This is an optimization exercise on Yosys and OpenROAD, whose aim is small area, a short achievable clock period and few clock cycles, not a production implementation. RTL that was checked went through simulation tests only; none was proved equivalent to the original. Power and IR drop assume default switching activity.

==> trial 2: inputs <==
// nio61_qcf
module nio61_qcf (
    input  wire        clk,
    input  wire        rst,
    input  wire        host_we,
    input  wire [7:0]  host_addr,
    input  wire [31:0] host_wdata,
    output reg  [31:0] host_rdata,
    output wire        busy,
    output reg         tx_valid,
    output wire        tx_err,
    output wire [31:0] tx_data
);
    localparam [4:0] R_CMD = 5'd0,  R_STATUS = 5'd1,  R_IN_LEN = 5'd2,
                     R_IN_W0 = 5'd3, R_IN_W1 = 5'd4,  R_IN_W2 = 5'd5,
                     R_CK_LEN = 5'd6, R_CK_OUT = 5'd7, R_RQ_CLIENT = 5'd8,
                     R_RQ_ADDR = 5'd9, R_RQ_VALUE = 5'd10, R_RQ_VMAX = 5'd11,
                     R_RQ_DIGITS = 5'd12, R_RQ_CKSUM = 5'd13, R_Q_VALUE = 5'd14,
                     R_Q_VMAX = 5'd15, R_Q_DIGITS = 5'd16, R_Q_SIGN = 5'd17,
                     R_Q_PATTERN = 5'd18, R_Q_DVALUE = 5'd19, R_RS_VALID = 5'd20,
                     R_RS_SIGN = 5'd21, R_RS_PATTERN = 5'd22, R_RS_DIGITS = 5'd23,
                     R_RS_ADDR = 5'd24, R_OUT_WORD = 5'd25;
    localparam [3:0] ST_OK = 4'h1, ST_MALFORMED = 4'h2, ST_CKSUM = 4'h3,
                     ST_INVALID = 4'h4, ST_RANGE = 4'h5, ST_ILLEGAL = 4'h6;
    localparam [2:0] S_IDLE = 3'd0, S_PROC = 3'd1, S_QENC = 3'd2,
                     S_QDLD = 3'd3, S_QDEC = 3'd4, S_CKS = 3'd5;
    localparam [1:0] J_NONE = 2'd0, J_PROC = 2'd1, J_QENC = 2'd2, J_QDEC = 2'd3;
    reg [3:0]  status;
    reg [7:0]  in_len;
    reg [31:0] in_w0, in_w1, in_w2;
    reg [7:0]  ck_len;
    reg [15:0] ck_out;
    reg [15:0] rq_client;
    reg [23:0] rq_addr;
    reg [15:0] rq_value, rq_vmax;
    reg [7:0]  rq_digits;
    reg [15:0] rq_cksum;
    reg [15:0] q_value, q_vmax;
    reg [7:0]  q_digits;
    reg        q_sign;
    reg [26:0] q_pattern;
    reg [31:0] q_dvalue;
    reg        rs_valid, rs_sign;
    reg [26:0] rs_pattern;
    reg [7:0]  rs_digits;
  ...
==> flow/config.mk <==
export PLATFORM = sky130hd
export DESIGN_NAME = nio61_qcf
export DESIGN_NICKNAME = nio61_qcf
export VERILOG_FILES = /design/flow/design.v
export SDC_FILE = /design/flow/constraint.sdc
export NUM_CORES = 4
export LEC_CHECK = 0
export CAP_MARGIN = 20
export CORE_MARGIN = 2
export CORE_UTILIZATION = 40
export PLACE_DENSITY = 0.6
export SETUP_SLACK_MARGIN = 2.0
export SLEW_MARGIN = 20
==> flow/constraint.sdc <==
create_clock -name core_clock -period 7.0 [get_ports {clk}]
set_input_delay 1.4000 -clock core_clock [delete_from_list [all_inputs] [get_ports {clk}]]
set_output_delay 1.4000 -clock core_clock [all_outputs]
set_load 0.01 [all_outputs]
standard.sh (not shown) runs the stock make flow with config.mk's settings and CLKGATE_MAP_FILE= SYNTH_SCRIPT=/design/flow/synth_recipe.tcl, a recipe that flattens the netlist after the stock synthesis.
==> flow/flow/run.sh <==
#!/bin/bash
set -euo pipefail
export BUFFER_PORTS_ARGS="-buffer_cell sky130_fd_sc_hd__buf_2"
bash standard.sh > standard_flow.log 2>&1
==> inputs of build 79, as changes to trial 2 <==
--- a/flow/design.v
+++ b/flow/design.v
@@ -19,13 +19,13 @@
                      R_Q_PATTERN = 5'd18, R_Q_DVALUE = 5'd19, R_RS_VALID = 5'd20,
                      R_RS_SIGN = 5'd21, R_RS_PATTERN = 5'd22, R_RS_DIGITS = 5'd23,
                      R_RS_ADDR = 5'd24, R_OUT_WORD = 5'd25;
     localparam [3:0] ST_OK = 4'h1, ST_MALFORMED = 4'h2, ST_CKSUM = 4'h3,
                      ST_INVALID = 4'h4, ST_RANGE = 4'h5, ST_ILLEGAL = 4'h6;
     localparam [2:0] S_IDLE = 3'd0, S_PROC = 3'd1, S_QENC = 3'd2,
-                     S_QDLD = 3'd3, S_QDEC = 3'd4, S_CKS = 3'd5;
+                     S_QDLD = 3'd3, S_QDEC = 3'd4, S_CKS = 3'd5, S_QDFN = 3'd6;
     localparam [1:0] J_NONE = 2'd0, J_PROC = 2'd1, J_QENC = 2'd2, J_QDEC = 2'd3;
     reg [3:0]  status;
     reg [7:0]  in_len;
     reg [31:0] in_w0, in_w1, in_w2;
     reg [7:0]  ck_len;
     reg [15:0] ck_out;
@@ -126,28 +126,27 @@
                 c = c[15] ? ((c << 1) ^ 16'h1021) : (c << 1);
             crc_byte = c;
         end
     endfunction
     reg [15:0] c_st;
     reg [1:0]  c_prog;
-    reg [3:0]  c_left;
     wire [15:0] cu_in  = (c_prog == 2'd0) ? 16'hFFFF : c_st;
     wire [31:0] cu_w   = (c_prog == 2'd0) ? in_w0 : (c_prog == 2'd1) ? in_w1 : in_w2;
     wire [15:0] cu_b1  = crc_byte(cu_in, cu_w[31:24]);
     wire [15:0] cu_b2  = crc_byte(cu_b1, cu_w[23:16]);
     wire [15:0] cu_b3  = crc_byte(cu_b2, cu_w[15:8]);
     wire [15:0] cu_b4  = crc_byte(cu_b3, cu_w[7:0]);
     wire        cks_m  = (state == S_CKS);
-    wire [15:0] cu_out = (~cks_m | c_left[3:2] != 2'd0) ? cu_b4 :
-                         (c_left[1:0] == 2'd1) ? cu_b1 :
-                         (c_left[1:0] == 2'd2) ? cu_b2 : cu_b3;
-    wire cks_last = (c_left <= 4'd4);
+    wire        cks_last = (ck_len[3:2] == c_prog) | (ck_len[3:0] == {c_prog + 2'd1, 2'b00});
+    wire [15:0] cu_out = (~cks_m | ~cks_last | ck_len[1:0] == 2'd0) ? cu_b4 :
+                         (ck_len[1:0] == 2'd1) ? cu_b1 :
+                         (ck_len[1:0] == 2'd2) ? cu_b2 : cu_b3;
     wire crc_rdy  = (c_prog == 2'd3);
     wire crc_bad  = (c_st != 16'd0);    
     reg  [26:0] ri;
-    wire [4:0]  rd = idle ? rs_digits[4:0] : q_digits[4:0];
+    wire [4:0]  rd = (idle & ~host_wdata[3]) ? rs_digits[4:0] : q_digits[4:0];
     wire [30:0] rz;
     genvar gk;
     generate for (gk = 0; gk < 27; gk = gk + 1) begin : g_rev
         assign rz[gk + 4] = ri[26 - gk];
     end endgenerate
     assign rz[3:0] = 4'd0;
@@ -158,23 +157,25 @@
     reg [17:0] e_a;       
     reg [15:0] e_w;       
     reg [15:0] e_g;       
     reg [3:0]  e_stp;     
     reg        e_neg, e_mz;
     reg        e_dec, e_sub;  
-    wire [17:0] e_x0  = {2'b00, e_w};
-    wire [17:0] e_x1  = {3'b000, e_w[15:1]};
-    wire [17:0] e_s0  = e_a + (e_x0 ^ {18{e_sub}}) + {17'd0, e_sub};
-    wire        e_c0  = e_dec ? e_g[15] : (~e_s0[17] & ~e_mz);
-    wire [17:0] e_a1  = e_c0 ? e_s0 : e_a;
-    wire [17:0] e_s1  = e_a1 + (e_x1 ^ {18{e_sub}}) + {17'd0, e_sub};
-    wire        e_c1  = e_dec ? e_g[14] : (~e_s1[17] & ~e_mz);
-    wire [17:0] e_a2  = e_c1 ? e_s1 : e_a1;
+    wire [17:0] e_x0  = {{2{e_sub}}, e_w};
+    wire [17:0] e_x1  = {{3{e_sub}}, e_w[15:1]};
+    wire [17:0] e_sA  = e_a + e_x0 + {17'd0, e_sub};
+    wire [17:0] e_sB  = e_a + e_x1 + {17'd0, e_sub};
+    wire [17:0] e_cs  = e_a ^ e_x0 ^ e_x1;
+    wire [17:0] e_cc  = (e_a & e_x0) | (e_a & e_x1) | (e_x0 & e_x1);
+    wire [17:0] e_sC  = e_cs + {e_cc[16:0], e_sub} + {17'd0, e_sub};
+    wire        e_c0  = e_dec ? e_g[15] : (~e_sA[17] & ~e_mz);
+    wire        e_c1  = e_dec ? e_g[14] : (e_c0 ? ~e_sC[17] : ~e_sB[17]) & ~e_mz;
+    wire [17:0] e_a2  = e_c0 ? (e_c1 ? e_sC : e_sA) : (e_c1 ? e_sB : e_a);
     wire [4:0]  e_cnt   = {e_stp, 1'b0};
     wire [4:0]  e_cnt2  = e_cnt + 5'd2;
-    wire        e_wz_n  = (e_w[15:2] == 14'd0);
+    wire        e_wz_n  = (e_w[15:2] == {14{e_sub}});
     reg [15:0] e_g_st;
     integer gi;
     always @(*) begin
         e_g_st = e_g;
         if (e_run) begin
             if (e_dec) begin
@@ -193,25 +194,23 @@
     wire d_fin = (e_g[13:0] == 14'd0) | e_wz_n | (e_stp == 4'd7);
     wire [14:0] p_mask = ~(15'h7FFF >> dp);
     wire [31:0] p_word = {1'b1, 2'b00, e_neg & ~e_mz, e_g_st[15:1] & p_mask, b_addr13};
     wire [31:0] enc_w0 = {rq_client, rq_addr[23:8]};
     wire [31:0] enc_w1 = {rq_addr[7:0], rq_value, rq_vmax[15:8]};
     wire [31:0] enc_w2 = {rq_vmax[7:0], rq_digits, rq_cksum};
-    wire [31:0] nv_w1 = c_encreq ? enc_w1 : w_in_w1 ? host_wdata : in_w1;
-    wire [31:0] nv_w2 = c_encreq ? enc_w2 : w_in_w2 ? host_wdata : in_w2;
-    wire ld_p = w_in_w1 | w_in_w2 | c_encreq |
-                (c_proc & in12 & (e_job != J_PROC));
-    wire ld_q = w_q_value | w_q_vmax | (c_qenc & ~qd_bad & (e_job != J_QENC));
-    wire [15:0] ld_val  = ld_p ? nv_w1[23:8] : (w_q_value ? host_wdata[15:0] : q_value);
-    wire [15:0] ld_vmax = ld_p ? {nv_w1[7:0], nv_w2[31:24]} :
+    wire ld_p = w_in_w2 | (c_proc & in12 & (e_job != J_PROC));
+    wire ld_q = w_q_vmax | (c_qenc & ~qd_bad & (e_job != J_QENC));
+    wire ld_x = (w_in_w1 & (e_job == J_PROC)) | (w_q_value & (e_job == J_QENC));
+    wire [15:0] ld_val  = ld_p ? in_w1[23:8] : q_value;
+    wire [15:0] ld_vmax = ld_p ? {in_w1[7:0], (w_in_w2 ? host_wdata[31:24] : in_w2[31:24])} :
                           (w_q_vmax ? host_wdata[15:0] : q_vmax);
     wire [15:0] ld_mag  = ld_val[15] ? (~ld_val + 16'd1) : ld_val;
     wire        ld_nz   = (ld_val != 16'd0);
     always @(*) begin
         ri = 27'd0;
-        if (idle) begin
+        if (idle & ~host_wdata[3]) begin
             if (host_wdata[0]) ri = rs_pattern;               
             else begin                                        
                 for (gi = 0; gi < 15; gi = gi + 1) ri[gi] = out_word[27 - gi];
             end
         end else if (state == S_QENC) begin
             for (gi = 0; gi < 16; gi = gi + 1) ri[gi] = e_g[15 - gi];
@@ -254,13 +253,13 @@
     always @(*) begin
         state_d = state;
         case (state)
             S_IDLE: begin
                 if (k_cks) state_d = S_CKS;
                 if (c_qenc & ~qd_bad) state_d = S_QENC;
-                if (c_qdec & ~qd_bad) state_d = S_QDLD;
+                if (c_qdec & ~qd_bad) state_d = S_QDEC;
                 if (c_proc & in12 & p_wait) state_d = S_PROC;
             end
             S_PROC: if (p_done) state_d = S_IDLE;
             S_QENC: if (q_rdy) state_d = S_IDLE;
             S_QDLD: state_d = S_QDEC;
             S_QDEC: if (d_fin) state_d = S_IDLE;
@@ -318,51 +317,49 @@
         if (rst) begin
             c_prog <= 2'd0;
         end else if (cks_m) begin
             if (~cks_last) begin
                 c_st   <= cu_out;
                 c_prog <= c_prog + 2'd1;
-                c_left <= c_left - 4'd4;
             end else begin
                 c_prog <= 2'd0;
             end
         end else if (k_cks) begin
             c_prog <= 2'd0;
-            c_left <= ck_len[3:0];
         end else begin
             if (c_prog != 2'd3) c_st <= cu_out;
             if (w_in_w0 | c_encreq)  c_prog <= 2'd0;
             else if (w_in_w1)        c_prog <= 2'd1;
             else if (w_in_w2)        c_prog <= (c_prog == 2'd0) ? 2'd1 : 2'd2;
             else if (c_prog != 2'd3) c_prog <= c_prog + 2'd1;
         end
         if (e_run) begin
             e_a   <= e_a2;
-            e_w   <= e_w >> 2;
+            e_w   <= {{2{e_sub}}, e_w[15:2]};
             e_g   <= e_g_st;
             e_stp <= e_stp + 4'd1;
         end
-        if (rst) begin
+        if (rst | c_encreq | ld_x) begin
             e_job <= J_NONE;
             e_run <= 1'b0;
         end else if (ld_p | ld_q) begin
             e_job <= ld_p ? J_PROC : J_QENC;
             e_run <= 1'b1;
             e_a   <= {2'b00, ld_mag};
-            e_w   <= ld_vmax;
+            e_w   <= ~ld_vmax;
             e_g   <= {16{ld_nz}};
             e_stp <= 4'd0;
             e_dec <= 1'b0;
             e_sub <= 1'b1;
             e_neg <= ld_val[15];
             e_mz  <= ~ld_nz;
-        end else if (s_qdld) begin
+        end else if (c_qdec & ~qd_bad) begin
             e_job <= J_QDEC;
             e_run <= 1'b1;
             e_a   <= 18'd0;
-            e_w   <= q_vmax;
+            e_w   <= q_vmax ^ {16{q_sign}};
             e_g   <= {ro[0], ro[1], ro[2], ro[3], ro[4], ro[5], ro[6], ro[7],
                       ro[8], ro[9], ro[10], ro[11], ro[12], ro[13], ro[14], ro[15]};
             e_stp <= 4'd0;
             e_dec <= 1'b1;
             e_sub <= q_sign;
             e_neg <= q_sign;
Settings changed: CAP_MARGIN 20 to 10, CORE_UTILIZATION 40 to 50, CTS_BUF_LIST set to sky130_fd_sc_hd__clkbuf_8 sky130_fd_sc_hd__clkbuf_16, CTS_CLUSTER_DIAMETER set to 50, CTS_CLUSTER_SIZE set to 16, PLACE_DENSITY 0.6 to 0.65, SLEW_MARGIN 20 to 10.
==> comparison <==
- Critical path depth: build 79 is lower than trial 2 (17).
- Of build 79 and trial 2, build 79 has the higher hold slack (gap 0.018 ns).
- Setup slack: trial 2 is lower than build 79 (0.97 ns).
- In trial 2 the via count is smaller than in build 79, by about 0.7%.
- Between build 79 and trial 2, the lower total power is in build 79 (gap about 3%, measured against trial 2).
- Of trial 2 and build 79, trial 2 has the higher combinational power (gap about 7%, measured against build 79).
- In build 79 the die area is lower than in trial 2, by about 20%.
Testbench counts of build 79, summed over its fixed seeds: cycles 69,166.
Function not checked in trial 2: the RTL went through the layout flow alone.

==> separate check: timing with driven ports <==
The flow's constraints put no driver on any port. The routed layouts listed below were extracted and timed again, unchanged, in two steps.
Step 1 (the two cells are an assumption about what drives the block):
set clk [get_ports {clk}]
set_driving_cell -lib_cell sky130_fd_sc_hd__clkbuf_16 $clk
set_driving_cell -lib_cell sky130_fd_sc_hd__buf_2 [delete_from_list [all_inputs] $clk]
Step 2 adds t to the input delays and takes it off the output delays; t is the mean of the earliest and latest rising clock arrival at the registers after step 1. Input paths then give back, and output paths get back, about the clock's delay inside the block.
Three values: no drivers, after step 1, after step 2; two values: the first two.
run | t, ns | setup slack, ns | worst setup path at the end | slew at the worst register clock pin (ns)
trial 2 | 0.724 | 0.900 / 0.900 / 0.900 | register to register | 0.07 / 0.07
build 79 | 0.686 | 1.866 / 1.836 / 1.383 | input to register | 0.08 / 0.08
After both steps setup and hold are still met in every run listed. The setup slack of build 79, which loses most, moves by -0.030 ns with the drivers and by -0.483 ns with both steps.
